This design comes from an exercise in tuning for small area, a short achievable clock period and few clock cycles on the open sky130 flow, not from production work. Where RTL was checked, it was by simulation tests only, not by an equivalence proof against the original.

==> run G: inputs <==
## strv2_vlc_dec
module strv2_vlc_dec (
    input  wire        clk,
    input  wire        rst,             
    input  wire        start,
    input  wire        cfg_qmode,       
    input  wire [5:0]  cfg_qscale,      
    input  wire [15:0] cfg_mbtotal,     
    input  wire        in_valid,
    output wire        in_ready,
    input  wire [15:0] in_data,
    output reg         out_valid,
    input  wire        out_ready,
    output reg  [15:0] out_data,
    output wire        done,            
    output wire        fault,           
    output wire [1:0]  err_code,        
    output reg  [31:0] bit_count,       
    output reg  [15:0] esc_zero_count   
);
    localparam [15:0] EOD_WORD = 16'hFE00;
    localparam [2:0] S_IDLE   = 3'd0,
                     S_DC     = 3'd1,
                     S_AC     = 3'd2,
                     S_DONE   = 3'd3,
                     S_FAULT1 = 3'd5,      
                     S_FAULT2 = 3'd6;      
    reg  [2:0]  state;
    reg         qmode;
    reg  [5:0]  qscale;
    reg  [15:0] mbleft;       
    reg  [2:0]  blk;
    reg  [4:0]  bits_last;    
    reg         esc0_last;    
    reg         eob_last;     
    reg  [46:0] sbuf;
    reg  [5:0]  q;
    wire        q_neg = q[5];
    wire st_dc    = (state == S_DC);
    wire st_ac    = (state == S_AC);
    wire decoding = st_dc || st_ac;
    wire st_fault = (state == S_FAULT1) || (state == S_FAULT2);
    wire room     = q_neg || !q[4];                  
    wire begin_fr = !decoding && start;
    assign in_ready = !decoding || room;
    assign done     = (state == S_DONE) && !out_valid;
    assign fault    = st_fault && !out_valid;
    assign err_code = {state == S_FAULT2, state == S_FAULT1};
    wire take = in_valid && in_ready;
    wire [52:0] ext = {sbuf, 6'd0};
    wire [21:0] win = ext[q[4:0] +: 22];
    wire [16:0] w = win[21:5];
    reg  [4:0]  ac_len;      
    reg         ac_eob, ac_esc, ac_err;
    reg         ac_sign;     
    always @(*) begin
        ac_eob = 1'b0; ac_esc = 1'b0; ac_err = 1'b0; ac_sign = 1'b0;
        casez (w[16:5])
            12'b10??????????: begin ac_len = 5'd2;  ac_eob = 1'b1; end
            12'b11??????????: begin ac_len = 5'd3;  ac_sign = w[14]; end
  ...
make LEC_CHECK=0 ABC_AREA=1 CAP_MARGIN=20 CORE_MARGIN=2 CORE_UTILIZATION=40 CTS_BUF_LIST='sky130_fd_sc_hd__clkbuf_8 sky130_fd_sc_hd__clkbuf_4' PLACE_DENSITY=0.6 SETUP_SLACK_MARGIN=3.75 SLEW_MARGIN=20 finish   # period 8.0 ns
run.sh (not shown) runs the stock make flow with config.mk's settings and CLKGATE_MAP_FILE= SYNTH_SCRIPT=/design/flow/synth_recipe.tcl, a recipe that flattens the netlist after the stock synthesis.
==> inputs of run F, as changes to run G <==
--- a/flow/design.v
+++ b/flow/design.v
@@ -294,36 +294,37 @@
                             |t_level[1:0], t_level[0], 1'b0};    
     wire [9:0]  ac_bot   = {{4{ac_sign}}, t_level ^ ({6{ac_sign}} & lv_low)};
     wire [15:0] esc_word = win[15:0];
     wire [15:0] dc_word  = qmode ? win[21:6] : {qscale, win[21:12]};
     wire [15:0] word = st_dc ? dc_word : ac_esc ? esc_word : ac_eob ? EOD_WORD : {t_run, ac_bot};
     wire [4:0]  len  = st_dc ? (qmode ? 5'd16 : 5'd10) : ac_len;
+    wire [5:0]  left = q - {1'b0, len};                
     wire        esc_code   = (w[16:11] == 6'b000001);
     wire        short_code = |w[16:12];
     wire        ge17       = !q_neg && (q[4:0] != 5'd0);
     wire        ge22       = !q_neg && (q[4:0] >= 5'd6);
     wire        have = ge22 || (!q_neg && (st_dc || short_code)) || (ge17 && !esc_code);
     wire        bad  = st_dc ? (dc_word == EOD_WORD) :
                        (ac_err || (ac_esc && esc_word == EOD_WORD));
     wire out_free = !out_valid || out_ready;
     wire go       = decoding && out_free && have;
     wire emit     = go && !bad;
     wire last_blk = (blk == 3'd5);
     wire last_mb  = (mbleft == 16'd1);
-    wire [5:0] q_in = q + (take ? 6'd16 : 6'd0);
+    wire [5:0] add = take ? 6'd16 : 6'd0;
     wire [5:0] q0  = take ? 6'b000000 : 6'b110000;    
     always @(posedge clk) begin
         if (take)
             sbuf <= {sbuf[30:0], in_data};
         if (out_free)
             out_data <= word;
         if (begin_fr) begin
             qmode  <= cfg_qmode;
             qscale <= cfg_qscale;
         end
-        q         <= begin_fr ? q0 : emit ? (q_in - {1'b0, len}) : q_in;
+        q         <= begin_fr ? q0 : emit ? (left + add) : (q + add);
         bits_last <= emit ? len : 5'd0;
         esc0_last <= emit && st_ac && ac_esc && (esc_word[9:0] == 10'd0);
         eob_last  <= emit && st_ac && ac_eob;
         bit_count      <= begin_fr ? 32'd0 : bit_count + {27'd0, bits_last};
         esc_zero_count <= begin_fr ? 16'd0 : esc_zero_count + {15'd0, esc0_last};
         if (begin_fr) begin
SETUP_SLACK_MARGIN = 3.6   (was 3.75)
==> inputs of run Z, as changes to run G <==
--- a/flow/design.v
+++ b/flow/design.v
@@ -239,13 +239,13 @@
     reg  [5:0]  qscale;
     reg  [15:0] mbleft;       
     reg  [2:0]  blk;
     reg  [4:0]  bits_last;    
     reg         esc0_last;    
     reg         eob_last;     
-    reg  [46:0] sbuf;
+    reg  [47:0] sbuf;
     reg  [5:0]  q;
     wire        q_neg = q[5];
     wire st_dc    = (state == S_DC);
     wire st_ac    = (state == S_AC);
     wire decoding = st_dc || st_ac;
     wire st_fault = (state == S_FAULT1) || (state == S_FAULT2);
@@ -253,13 +253,13 @@
     wire begin_fr = !decoding && start;
     assign in_ready = !decoding || room;
     assign done     = (state == S_DONE) && !out_valid;
     assign fault    = st_fault && !out_valid;
     assign err_code = {state == S_FAULT2, state == S_FAULT1};
     wire take = in_valid && in_ready;
-    wire [52:0] ext = {sbuf, 6'd0};
+    wire [52:0] ext = {sbuf, 5'd0};
     wire [21:0] win = ext[q[4:0] +: 22];
     wire [16:0] w = win[21:5];
     reg  [4:0]  ac_len;      
     reg         ac_eob, ac_esc, ac_err;
     reg         ac_sign;     
     always @(*) begin
@@ -294,36 +294,35 @@
                             |t_level[1:0], t_level[0], 1'b0};    
     wire [9:0]  ac_bot   = {{4{ac_sign}}, t_level ^ ({6{ac_sign}} & lv_low)};
     wire [15:0] esc_word = win[15:0];
     wire [15:0] dc_word  = qmode ? win[21:6] : {qscale, win[21:12]};
     wire [15:0] word = st_dc ? dc_word : ac_esc ? esc_word : ac_eob ? EOD_WORD : {t_run, ac_bot};
     wire [4:0]  len  = st_dc ? (qmode ? 5'd16 : 5'd10) : ac_len;
+    wire [5:0]  left = q - {1'b0, len};                
     wire        esc_code   = (w[16:11] == 6'b000001);
-    wire        short_code = |w[16:12];
-    wire        ge17       = !q_neg && (q[4:0] != 5'd0);
-    wire        ge22       = !q_neg && (q[4:0] >= 5'd6);
-    wire        have = ge22 || (!q_neg && (st_dc || short_code)) || (ge17 && !esc_code);
+    wire        ge22       = !q_neg && (q[4:0] >= 5'd5);
+    wire        have = !q_neg && (st_dc || !esc_code || ge22);
     wire        bad  = st_dc ? (dc_word == EOD_WORD) :
                        (ac_err || (ac_esc && esc_word == EOD_WORD));
     wire out_free = !out_valid || out_ready;
     wire go       = decoding && out_free && have;
     wire emit     = go && !bad;
     wire last_blk = (blk == 3'd5);
     wire last_mb  = (mbleft == 16'd1);
-    wire [5:0] q_in = q + (take ? 6'd16 : 6'd0);
-    wire [5:0] q0  = take ? 6'b000000 : 6'b110000;    
+    wire [5:0] add = take ? 6'd16 : 6'd0;
+    wire [5:0] q0  = take ? 6'b111111 : 6'b101111;    
     always @(posedge clk) begin
         if (take)
-            sbuf <= {sbuf[30:0], in_data};
+            sbuf <= {sbuf[31:0], in_data};
         if (out_free)
             out_data <= word;
         if (begin_fr) begin
             qmode  <= cfg_qmode;
             qscale <= cfg_qscale;
         end
-        q         <= begin_fr ? q0 : emit ? (q_in - {1'b0, len}) : q_in;
+        q         <= begin_fr ? q0 : emit ? (left + add) : (q + add);
         bits_last <= emit ? len : 5'd0;
         esc0_last <= emit && st_ac && ac_esc && (esc_word[9:0] == 10'd0);
         eob_last  <= emit && st_ac && ac_eob;
         bit_count      <= begin_fr ? 32'd0 : bit_count + {27'd0, bits_last};
         esc_zero_count <= begin_fr ? 16'd0 : esc_zero_count + {15'd0, esc0_last};
         if (begin_fr) begin
SETUP_SLACK_MARGIN = 3   (was 3.75)
==> inputs of run C, as changes to run G <==
--- a/flow/design.v
+++ b/flow/design.v
@@ -239,28 +239,27 @@
     reg  [5:0]  qscale;
     reg  [15:0] mbleft;       
     reg  [2:0]  blk;
     reg  [4:0]  bits_last;    
     reg         esc0_last;    
     reg         eob_last;     
-    reg  [46:0] sbuf;
-    reg  [5:0]  q;
-    wire        q_neg = q[5];
+    reg  [47:0] sbuf;
+    reg  [5:0]  cnt;
     wire st_dc    = (state == S_DC);
     wire st_ac    = (state == S_AC);
     wire decoding = st_dc || st_ac;
     wire st_fault = (state == S_FAULT1) || (state == S_FAULT2);
-    wire room     = q_neg || !q[4];                  
+    wire room     = (cnt <= 6'd32);
     wire begin_fr = !decoding && start;
     assign in_ready = !decoding || room;
     assign done     = (state == S_DONE) && !out_valid;
     assign fault    = st_fault && !out_valid;
     assign err_code = {state == S_FAULT2, state == S_FAULT1};
     wire take = in_valid && in_ready;
-    wire [52:0] ext = {sbuf, 6'd0};
-    wire [21:0] win = ext[q[4:0] +: 22];
+    wire [69:0] ext = {sbuf, 22'd0};
+    wire [21:0] win = ext[cnt +: 22];
     wire [16:0] w = win[21:5];
     reg  [4:0]  ac_len;      
     reg         ac_eob, ac_esc, ac_err;
     reg         ac_sign;     
     always @(*) begin
         ac_eob = 1'b0; ac_esc = 1'b0; ac_err = 1'b0; ac_sign = 1'b0;
@@ -294,36 +293,35 @@
                             |t_level[1:0], t_level[0], 1'b0};    
     wire [9:0]  ac_bot   = {{4{ac_sign}}, t_level ^ ({6{ac_sign}} & lv_low)};
     wire [15:0] esc_word = win[15:0];
     wire [15:0] dc_word  = qmode ? win[21:6] : {qscale, win[21:12]};
     wire [15:0] word = st_dc ? dc_word : ac_esc ? esc_word : ac_eob ? EOD_WORD : {t_run, ac_bot};
     wire [4:0]  len  = st_dc ? (qmode ? 5'd16 : 5'd10) : ac_len;
-    wire        esc_code   = (w[16:11] == 6'b000001);
+    wire [5:0]  left = cnt - {1'b0, len};              
     wire        short_code = |w[16:12];
-    wire        ge17       = !q_neg && (q[4:0] != 5'd0);
-    wire        ge22       = !q_neg && (q[4:0] >= 5'd6);
-    wire        have = ge22 || (!q_neg && (st_dc || short_code)) || (ge17 && !esc_code);
+    wire        esc_code   = (w[16:11] == 6'b000001);
+    wire        have = st_dc ? (cnt >= 6'd16) :
+                       (cnt >= 6'd22) || (cnt >= 6'd17 && !esc_code) || (cnt >= 6'd9 && short_code);
     wire        bad  = st_dc ? (dc_word == EOD_WORD) :
                        (ac_err || (ac_esc && esc_word == EOD_WORD));
     wire out_free = !out_valid || out_ready;
     wire go       = decoding && out_free && have;
     wire emit     = go && !bad;
     wire last_blk = (blk == 3'd5);
     wire last_mb  = (mbleft == 16'd1);
-    wire [5:0] q_in = q + (take ? 6'd16 : 6'd0);
-    wire [5:0] q0  = take ? 6'b000000 : 6'b110000;    
+    wire [5:0] add = take ? 6'd16 : 6'd0;
     always @(posedge clk) begin
         if (take)
-            sbuf <= {sbuf[30:0], in_data};
+            sbuf <= {sbuf[31:0], in_data};
         if (out_free)
             out_data <= word;
         if (begin_fr) begin
             qmode  <= cfg_qmode;
             qscale <= cfg_qscale;
         end
-        q         <= begin_fr ? q0 : emit ? (q_in - {1'b0, len}) : q_in;
+        cnt       <= begin_fr ? add : emit ? (left + add) : (cnt + add);
         bits_last <= emit ? len : 5'd0;
         esc0_last <= emit && st_ac && ac_esc && (esc_word[9:0] == 10'd0);
         eob_last  <= emit && st_ac && ac_eob;
         bit_count      <= begin_fr ? 32'd0 : bit_count + {27'd0, bits_last};
         esc_zero_count <= begin_fr ? 16'd0 : esc_zero_count + {15'd0, esc0_last};
         if (begin_fr) begin
CTS_BUF_LIST = not set   (was sky130_fd_sc_hd__clkbuf_8 sky130_fd_sc_hd__clkbuf_4)
SETUP_SLACK_MARGIN = 3   (was 3.75)
==> notes <==
- Critical path depth: run Z is higher than run C (1).
- The highest synthesized cell count belongs to run C, the lowest to run Z.
- In run F the flip-flop and latch count is lower than in run C, by 1.
- Fmax: run G > run F > run C > run Z.
- Run F produced a clean layout. Run Z finished with timing, DRC and antenna clean. Run G went through all stages and came out clean. Run C went through all stages and came out clean.
- Clock skew: run F < run C < run Z < run G.
- Register-to-register slack: run G > run F > run C > run Z.
==> figures <==
quantity	run F	run C	run G	run Z
Run status	complete, no violations	complete, no violations	complete, no violations	complete, no violations
Number of flip-flops under the largest register name	47	48	47	48
Worst rel slew slack	0.333	0.425	0.473	0.290
Routed WL	39100 µm	41800 µm	42500 µm	35700 µm
Seq/Total Area, Yosys	0.347	0.324	0.331	0.347
ClkCell Share	0.0271	0.0435	0.0300	0.0306
Layout multi-input combinational cell count	1262	1383	1359	1243
Post-route worst hold slack	0.461 ns	0.498 ns	0.501 ns	0.478 ns
Post-Route M1 WL	17100 µm	18600 µm	18200 µm	15200 µm
Final critical-path required period	4.19 ns	4.67 ns	4.07 ns	4.70 ns
Topmost layer with routed signal wires	met4	met5	met4	met4
Register cell area after layout	3950 µm²	3980 µm²	3950 µm²	3980 µm²
Width of the die	173 µm	179 µm	177 µm	173 µm
Largest stage delay on the critical path	0.38 ns	0.42 ns	0.42 ns	0.39 ns
Per-instance average area after synthesis	6.88 µm²	6.90 µm²	6.82 µm²	7.09 µm²
Clock slew seen by the registers of the worst setup and hold paths	0.09 ns	0.07 ns	0.08 ns	0.09 ns
Testbench counts of run F, summed over its fixed seeds: cycles 12,142.
Testbench counts of run Z, summed over its fixed seeds: cycles 12,196.
Function not checked in run G and run C: the RTL went through the layout flow alone.

[separate check: timing with driven ports]
In the flow no input, the clock included, has a driving cell. The finished layouts below were timed again as built, in two steps.
Step 1 (the two cells are an assumption about what drives the block):
set clk [get_ports {clk}]
set_driving_cell -lib_cell sky130_fd_sc_hd__clkbuf_16 $clk
set_driving_cell -lib_cell sky130_fd_sc_hd__buf_2 [delete_from_list [all_inputs] $clk]
Step 2, shift: input delay + t, output delay - t, t = (earliest + latest rising clock arrival at the registers) / 2. This alone moves slack from input paths to output paths.
Three values: ideal, step 1, step 2; two values: the first two.
run	t, ns	setup slack, ns	hold slack, ns	worst data-port slew with drivers (ns)
run G	0.516	3.930 / 3.911 / 3.905	0.501 / 0.501 / 0.501	0.05
run F	0.497	3.812 / 3.812 / 3.812	0.461 / 0.461 / 0.461	0.06
run Z	0.508	3.298 / 3.298 / 3.298	0.478 / 0.478 / 0.478	0.05
run C	0.496	3.327 / 3.327 / 3.327	0.498 / 0.498 / 0.498	0.06
After both steps every run listed still meets setup and hold. For run G, which loses most, drivers alone change the setup slack by -0.019 ns; drivers and shift together by -0.025 ns.
